Context: an optimization exercise on an open-source flow, tuned for small area, a short achievable clock period and few clock cycles. The choices shown serve that exercise and are no tape-out recipe.
The RTL was checked by simulation tests, not by an equivalence proof against the original design.
Power is estimated from default activity; no workload was simulated.

==> 12-17 <==
// pcmgen
module pcmgen #(
    parameter CAP_BYTES = 128
) (
    input  wire        clk,
    input  wire        rst,
    input  wire        sel,
    input  wire        we,
    input  wire [5:0]  addr,
    input  wire [31:0] wdata,
    output reg  [31:0] rdata
);
export LEC_CHECK = 0
export ABC_AREA = 1
export CAP_MARGIN = 30
export CORE_MARGIN = 2
export CORE_UTILIZATION = 45
export SLEW_MARGIN = 30
export SYNTH_MEMORY_MAX_BITS = 16384
create_clock -name core_clock -period 15.0 [get_ports {clk}]
standard.sh (not shown) runs the stock make flow with config.mk's settings and CLKGATE_MAP_FILE= SYNTH_SCRIPT=/design/flow/synth_recipe.tcl, a recipe that flattens the netlist after the stock synthesis.
==> flow/flow/run.sh <==
#!/bin/bash
# The standard flow (standard.sh: ORFS from synthesis to the final layout,
# unchanged scripts and constraints) with these changes to how the layout is made:
#  * a larger setup margin for ORFS's timing repair, so that it keeps improving
#    paths below the 15 ns clock period;
#  * clock tree synthesis with larger sink clusters (at most 20 sinks within
#    80 um) on clkbuf_16 and without dummy loads.
set -euo pipefail
bash standard.sh SETUP_SLACK_MARGIN=7 \
  "CTS_ARGS=-sink_clustering_enable -repair_clock_nets -dont_use_dummy_load -sink_clustering_size 20 -sink_clustering_max_diameter 80 -buf_list sky130_fd_sc_hd__clkbuf_16" \
  finish > standard.log 2>&1
==> 12-03: changes against 12-17 <==
--- a/flow/design.v
+++ b/flow/design.v
@@ -1171,13 +1171,12 @@
                      ST_GSET = 4'd4, ST_GLOOP = 4'd5, ST_NLOOP = 4'd6, ST_ESET = 4'd7,
                      ST_FADE = 4'd8, ST_DECAY = 4'd9, ST_ILL = 4'd10, ST_RVW = 4'd11;
     reg [3:0]  st;
     reg [3:0]  ss;           
     reg [2:0]  ph;           
     reg        gset_done;
-    reg        g_first;      
     reg        sil;          
     reg        m_gen;        
     reg        m_sine, m_noise, m_dec, m_fade;    
     reg [7:0]  n_cnt, c_cnt, k_rem;
     reg [7:0]  pr;           
     reg        back;         
@@ -1187,40 +1186,36 @@
     reg  [15:0] nx, mx;
     reg  [31:0] ny, my;
     wire [47:0] mul_p;
     reg  [47:0] mp;
     pcm_mul u_mul (.x(mx), .y(my), .p(mul_p));
     reg        dv_busy, dv_op, dv_pa;    
-    reg        dv_sd;                    
     reg [37:0] dv_r;
     reg [23:0] dv_x;
     reg [23:0] dv_q;
     reg [3:0]  dv_n;
     reg        st_pend, st_valid, m_valid;
     wire [47:0] ad_a  = m_fade ? {16'd0, gs} : mp;
     wire [47:0] ad_b  = m_fade ? {24'd0, dv_q} : {16'd0, acc[47:16]};
     wire [47:0] accr  = ad_a + ad_b + {47'd0, m_fade};
     localparam [31:0] RECIP_1E9 = 32'd2305843009;     
-    reg        s_busy, s_sat;
+    reg        s_busy, s_sat, s_cor;
     reg [3:0]  se;
     reg [53:0] sx;           
     reg [23:0] s_val;
     wire       s_ready = !s_busy;
     wire [7:0] s8 = s_val[7:0];
     wire       dhi_nz = (dur_hi[30:0] != 31'd0);
-    wire [37:0] dv_d  = dv_sd ? 38'd1000000000 : dv_op ? {14'd0, s_val} : {rate, 6'd0};
-    wire        dv_b1 = dv_sd ? sx[27] : dv_x[23];
-    wire        dv_b2 = dv_sd ? sx[26] : dv_x[22];
-    wire [23:0] dv_qn = {dv_q[21:0], dv_g1, dv_g2};
-    wire        sd_start = s_busy && (se == 4'd10) && (accr[22:16] == 7'h7F) && !accr[47] &&
-                           (accr[46:23] != 24'hFFFFFF);
-    wire [38:0] dv_t1 = {dv_r, dv_b1};
+    wire [31:0] s_diff = sx[31:0] - {accr[15:0], acc[15:0]};
+    wire [24:0] s_q    = {1'b0, s_val} + {24'd0, s_cor};
+    wire [37:0] dv_d  = dv_op ? {14'd0, s_val} : {rate, 6'd0};
+    wire [38:0] dv_t1 = {dv_r, dv_x[23]};
     wire [39:0] dv_s1 = {1'b0, dv_t1} - {2'd0, dv_d};
     wire        dv_g1 = !dv_s1[39];
     wire [37:0] dv_r1 = dv_g1 ? dv_s1[37:0] : dv_t1[37:0];
-    wire [38:0] dv_t2 = {dv_r1, dv_b2};
+    wire [38:0] dv_t2 = {dv_r1, dv_x[22]};
     wire [39:0] dv_s2 = {1'b0, dv_t2} - {2'd0, dv_d};
     wire        dv_g2 = !dv_s2[39];
     wire [37:0] dv_rn = dv_g2 ? dv_s2[37:0] : dv_t2[37:0];
     wire [9:0]  stepI = dv_q[9:0];
     wire [37:0] stepJ = dv_r;               
     wire        fh_lt = (rate[31:16] != 16'd0) || (freq[31:16] < rate[15:0]);
@@ -1504,13 +1499,13 @@
     wire       l_iss  = (st == ST_NLOOP) ? (n_cnt != s8) :
                         (st == ST_FADE)  ? (k_rem != 8'd0) :
                         (st == ST_DECAY) ? dc_iss : 1'b0;
     wire [31:0] l_y   = (st == ST_NLOOP) ? amp_abs :
                         (st == ST_DECAY && ph == 3'd3) ? accr[47:16] : gs;
     wire       l_last = (c_cnt + 8'd1 == ch8);
-    wire [24:0] fsh   = (d2 ? mp[47:23] : mp[39:15]) >> fl;
+    wire [24:0] fsh   = mp[47:23] >> fl;
     wire [15:0] q3    = m_sine ? mp[30:15] : m_noise ? mp[31:16] :
                         m_dec ? mp[47:32] : fsh[15:0];
     wire [15:0] q3s   = v2_sgn ? 16'd0 - q3 : q3;
     wire [15:0] v3    = (m_gen && !m_sine) ? v2_x :
                         (m_sine || d2) ? q3s : {q3s[15:8], ~q3s[7], q3s[6:0]};
     reg        wen;
@@ -1574,29 +1569,25 @@
                 4'd3:  begin
                     nx = dhi_nz ? {1'b0, dur_hi[30:16]} : accr[21:6];
                     ny = dhi_nz ? rate : RECIP_1E9;
                 end
                 4'd6:  begin nx = sx[37:22];             ny = RECIP_1E9; end
                 4'd7, 4'd8: begin nx = sx[53:38];        ny = RECIP_1E9; end
+                4'd11: begin nx = 16'hCA00;              ny = {8'd0, s_val}; end
+                4'd12: begin nx = 16'h3B9A;              ny = {8'd0, s_val}; end
                 default: ;
             endcase
         end else if (st == ST_GLOOP) begin
             nx = v_gen;
             ny = {2'd0, ia_abs};
         end else if (l_iss) begin
             nx = sdev_abs;
             ny = l_y;
         end else begin
             case (st)
-                ST_GSET: if (!c_st) begin
-                    case (ss)
-                        4'd0: begin nx = phase[15:0];          ny = rate; end
-                        4'd1: begin nx = {10'd0, phase[21:16]}; ny = rate; end
-                        default: begin nx = d2 ? 16'd32767 : 16'd127; ny = amp_abs; end
-                    endcase
-                end else begin
+                ST_GSET: begin
                     case (ss)
                         4'd0: begin nx = d2 ? 16'd32767 : 16'd127; ny = amp_abs; end
                         4'd1: begin nx = phase[15:0];          ny = rate; end
                         4'd2: begin nx = {10'd0, phase[21:16]}; ny = rate; end
                         4'd3: begin nx = pp[15:0];             ny = {2'd0, ia_abs}; end
                         4'd4: begin nx = pp[31:16];            ny = {2'd0, ia_abs}; end
@@ -1655,13 +1646,12 @@
             ch_ok    <= 1'b0;
             rate_nz  <= 1'b0;
             st       <= ST_IDLE;
             s_busy   <= 1'b1;
             se       <= 4'd0;
             dv_busy  <= 1'b0;
-            dv_sd    <= 1'b0;
             st_pend  <= 1'b1;
             st_valid <= 1'b0;
             m_valid  <= 1'b0;
             a_valid  <= 1'b0;
             v1_valid <= 1'b0;
             v2_valid <= 1'b0;
@@ -1714,42 +1704,30 @@
                             s_busy <= 1'b0;
                         end
                         acc <= mp;
                     end
                     4'd10: begin
                         s_val <= accr[47] ? 24'hFFFFFF : accr[46:23];
-                        if (!sd_start) s_busy <= 1'b0;
-                        else           se     <= 4'd11;
+                        if (accr[22:16] != 7'h7F || accr[47]) s_busy <= 1'b0;
                     end
-                    4'd11: begin
-                        se <= 4'd11;             
-                        sx <= {sx[53:28], sx[25:0], 2'b00};
+                    4'd13: acc <= mp;
+                    4'd14: s_cor <= (s_diff >= 32'd1000000000);
+                    4'd15: begin
+                        s_val  <= s_q[24] ? 24'hFFFFFF : s_q[23:0];
+                        s_busy <= 1'b0;
                     end
                     default: ;
                 endcase
             end
-            if (sd_start) begin
-                dv_busy  <= 1'b1;
-                dv_sd    <= 1'b1;
-                dv_r     <= {12'd0, sx[53:28]};
-                dv_q     <= 24'd0;
-                dv_n     <= 4'd14;
-                st_pend  <= 1'b1;    
-                st_valid <= 1'b0;
-            end else if (dv_busy) begin
+            if (dv_busy) begin
                 dv_r <= dv_rn;
-                dv_q <= dv_qn;
+                dv_q <= {dv_q[21:0], dv_g1, dv_g2};
                 dv_x <= {dv_x[21:0], 2'b00};
                 dv_n <= dv_n - 4'd1;
                 if (dv_n == 4'd1) begin
-                    if (dv_sd) begin
-                        dv_busy <= 1'b0;
-                        dv_sd   <= 1'b0;
-                        s_val   <= dv_qn;
-                        s_busy  <= 1'b0;
-                    end else if (dv_op) begin
+                    if (dv_op) begin
                         dv_busy <= 1'b0;
                         m_valid <= 1'b1;
                     end else if (dv_pa) begin
                         dv_pa <= 1'b0;
                         dv_r  <= {dv_rn[37:6], freq[15:10]};
                         dv_x  <= {freq[9:0], 14'd0};
@@ -1757,13 +1735,13 @@
                     end else begin
                         dv_busy  <= 1'b0;
                         st_valid <= 1'b1;
                     end
                 end
             end
-            if (st_pend && (!dv_busy || (!dv_op && !dv_sd)) && !(busy && c_env) && !sd_start) begin
+            if (st_pend && (!dv_busy || !dv_op) && !(busy && c_env)) begin
                 st_pend  <= 1'b0;
                 st_valid <= 1'b0;
                 dv_busy  <= 1'b1;
                 dv_op    <= 1'b0;
                 dv_q     <= 24'd0;
                 if (fh_lt) begin
@@ -1827,13 +1805,12 @@
                     end
                     R_RATE: if (len == 8'd0) begin
                         rate     <= wdata;
                         rate_nz  <= (wdata != 32'd0);
                         s_busy   <= 1'b1;
                         se       <= 4'd0;
-                        if (dv_sd) begin dv_busy <= 1'b0; dv_sd <= 1'b0; end
                         st_pend  <= 1'b1;
                         st_valid <= 1'b0;
                     end
                     R_DEPTH: if (len == 8'd0) begin
                         depth  <= wdata;
                         d2     <= (wdata == 32'd2);
@@ -1844,20 +1821,18 @@
                         ch_ok    <= (wdata != 32'd0) && (wdata[31:16] == 16'd0);
                     end
                     R_DUR_LO: begin
                         dur_lo <= wdata;
                         s_busy <= 1'b1;
                         se     <= 4'd0;
-                        if (dv_sd) begin dv_busy <= 1'b0; dv_sd <= 1'b0; end
                     end
                     R_DUR_HI: begin
                         dur_hi <= wdata;
                         if (wdata != dur_hi) begin
                             s_busy <= 1'b1;
                             se     <= 4'd0;
-                            if (dv_sd) begin dv_busy <= 1'b0; dv_sd <= 1'b0; end
                         end
                     end
                     R_FREQ: begin
                         freq     <= wdata;
                         st_pend  <= 1'b1;
                         st_valid <= 1'b0;
@@ -1883,13 +1858,12 @@
             end
             case (st)
                 ST_IDLE: ;
                 ST_DEC: begin
                     ss        <= 4'd0;
                     gset_done <= 1'b0;
-                    g_first   <= 1'b0;
                     sil       <= 1'b0;
                     m_gen     <= 1'b0;
                     m_sine    <= 1'b0;
                     m_noise   <= 1'b0;
                     m_dec     <= 1'b0;
                     m_fade    <= 1'b0;
@@ -1971,34 +1945,22 @@
                             m_noise <= 1'b1;
                             st      <= ST_NLOOP;
                         end
                     end
                 end
                 ST_GSET: begin
-                    if (s_ready && !gset_done && !c_st) begin
-                        ss <= ss + 4'd1;
-                        case (ss)
-                            4'd2: acc <= mp;
-                            4'd3: begin
-                                nI        <= pp[31:22];
-                                nJ        <= accr[37:0];
-                                e0nz      <= (acc[15:0] != 16'd0);
-                                gset_done <= 1'b1;
-                            end
-                            default: ;
-                        endcase
-                    end
-                    if (s_ready && !gset_done && c_st) begin
+                    if (s_ready && !gset_done) begin
                         ss <= ss + 4'd1;
                         case (ss)
                             4'd2: ia_abs <= mp[45:16];
                             4'd3: acc <= mp;
                             4'd4: begin
                                 nI   <= pp[31:22];
                                 nJ   <= accr[37:0];
                                 e0nz <= (acc[15:0] != 16'd0);
+                                if (!c_st) gset_done <= 1'b1;
                             end
                             4'd5: acc <= mp;
                             4'd6: begin
                                 mI  <= accr[30:6];
                                 acc <= {26'd0, accr[5:0], acc[15:0]};
                             end
@@ -2016,27 +1978,23 @@
                         msI <= 25'd0;
                         msJ <= 38'd0;
                         hi  <= 5'd0;
                         for (ci = 0; ci < 30; ci = ci + 1) if (ia_abs[ci]) hi <= ci[4:0];
                         hst <= (ia_abs == 30'd0) ? 2'd3 : 2'd2;
                     end
-                    if ((gset_done || (!c_st && s_ready && ss == 4'd3)) && st_valid &&
-                        (!c_st || hst == 2'd3)) begin
+                    if (gset_done && st_valid && (!c_st || hst == 2'd3)) begin
                         if (ovf) begin
                             err <= E_OVERFLOW; busy <= 1'b0; done <= 1'b1; st <= ST_IDLE;
                         end else begin
-                            m_gen   <= 1'b1;
-                            m_sine  <= c_sine;
-                            g_first <= !c_st;    
-                            st      <= ST_GLOOP;
+                            m_gen  <= 1'b1;
+                            m_sine <= c_sine;
+                            st     <= ST_GLOOP;
                         end
                     end
                 end
                 ST_GLOOP: begin
-                    g_first <= 1'b0;
-                    if (g_first) ia_abs <= mp[45:16];
                     if (n_cnt != s8) begin
                         a_valid <= 1'b1;
                         a_p     <= pr[6:0];
                         a_w     <= dif;
                         a_inv   <= c_sq ? !(rpos ^ ia_neg) : (negm ^ nsg);
                         a_inc   <= c_sq ? !(rpos ^ ia_neg) : nsg;
@@ -2088,13 +2046,13 @@
                                     st_valid <= 1'b0;
                                     dv_busy  <= 1'b1;
                                     dv_op    <= 1'b1;
                                     dv_r     <= {15'd0, c_smear[23:1]};
                                     dv_x     <= 24'hFFFFFF;
                                     dv_q     <= 24'd0;
-                                    dv_n     <= d2 ? 4'd12 : 4'd8;
+                                    dv_n     <= 4'd12;
                                     m_valid  <= 1'b0;
                                     fl       <= c_len;
                                     ss       <= 4'd1;
                                 end
                             end
                         end
==> flow/flow/run.sh (replaced) <==
#!/bin/bash
# The standard flow (standard.sh: ORFS from synthesis to the final layout,
# unchanged scripts and constraints), with a larger setup margin for ORFS's
# timing repair so that it keeps improving paths below the 15 ns clock period.
set -euo pipefail
bash standard.sh SETUP_SLACK_MARGIN=7 finish > standard.log 2>&1
Settings changed: ABC_AREA 1 to unset, CAP_MARGIN 30 to 20, CORE_UTILIZATION 45 to 50, SLEW_MARGIN 30 to 20.
==> comparison <==
Of 12-17 and 12-03, 12-17 has the higher flip-flop and latch count (gap 1). Between 12-17 and 12-03, the lower total power is in 12-17 (gap about 1.5%, measured against 12-03). Of 12-17 and 12-03, 12-03 has the higher first-iteration DRC count (gap 7.8%, measured against 12-03). Of 12-17 and 12-03, 12-03 has the higher synthesized area (gap 3.5%, measured against 12-03). Against 12-03, the register-to-register slack of 12-17 is lower by 0.36 ns. Against 12-17, the worst hold slack of 12-03 is higher by 0.0013 ns. In 12-03 the worst setup slack is better than in 12-17, by 0.041 ns. Sequential share of layout area: 12-03 is lower than 12-17 (2.1 points). 12-03 reached the layout checks and failed them: capacitance limit, slew limit. 12-17 finished with timing, DRC and antenna clean.
==> figures <==
                                                                                                     12-03                    12-17
Sequential Power                                                                                   7.79 mW                  8.03 mW
Fraction of the yosys area taken by sequential cells                                                 38.4%                    39.8%
Type of the worst setup path                                                       register to output port     register to register
Worst-case setup margin in the final layout                                                        6.84 ns                  6.80 ns
Result of the run                                                                 finished with violations  complete, no violations
Reasons for failing layout checks                                            capacitance limit, slew limit                        -
Number of max-slew violations in the final report                                                        3                        0
Total global-route track usage                                                                       50.1%                    47.4%
Footprint of the multi-input gates                                                              0.0935 mm2               0.0831 mm2
Final instance area                                                                              0.183 mm2                0.173 mm2
XOR/XNOR share of the synthesized area                                                               4.69%                    4.15%
Fraction of final layout cells with drive strength greater than 1                                    11.2%                    7.94%
Share of synthesized cell area in full adder, half adder and majority cells                          8.89%                    8.90%
TAP cells                                                                                             4325                     4578
Final Routed Wirelength                                                                          859000 um                871000 um
Area of the mapped netlist                                                                       0.163 mm2                0.157 mm2
Count of filler cells inserted in the layout                                                         28900                    33800
Critical path's most frequent cell                                                                  nor2_1                  nand2_1
Clk power                                                                                          7.00 mW                  4.53 mW
Testbench counts of 12-17, summed over its fixed seeds: cycles 51,861.
Testbench counts of 12-03, summed over its fixed seeds: cycles 52,142.

## port drivers added, routing unchanged
Ports are ideal in the flow. The routed layouts listed here were re-timed in OpenROAD.
Step 1: set_driving_cell puts a clkbuf_16 on clk and a buf_2 on each other input, an assumption about the parent block.
Step 2 times the ports against the registers' clock, not the clock port: input delays grow and output delays shrink by t, the midpoint of the rising clock arrivals with the driver on.
Slacks: ideal / step 1 / step 2; pairs: ideal / step 1.
| run | t, ns | setup slack, ns | cell pins on the clock port's net |
|---|---|---|---|
| 12-17 | 1.034 | 6.802 / 6.802 / 6.802 | 1 |
| 12-03 | 1.058 | 6.843 / 6.719 / 6.870 | 1 |
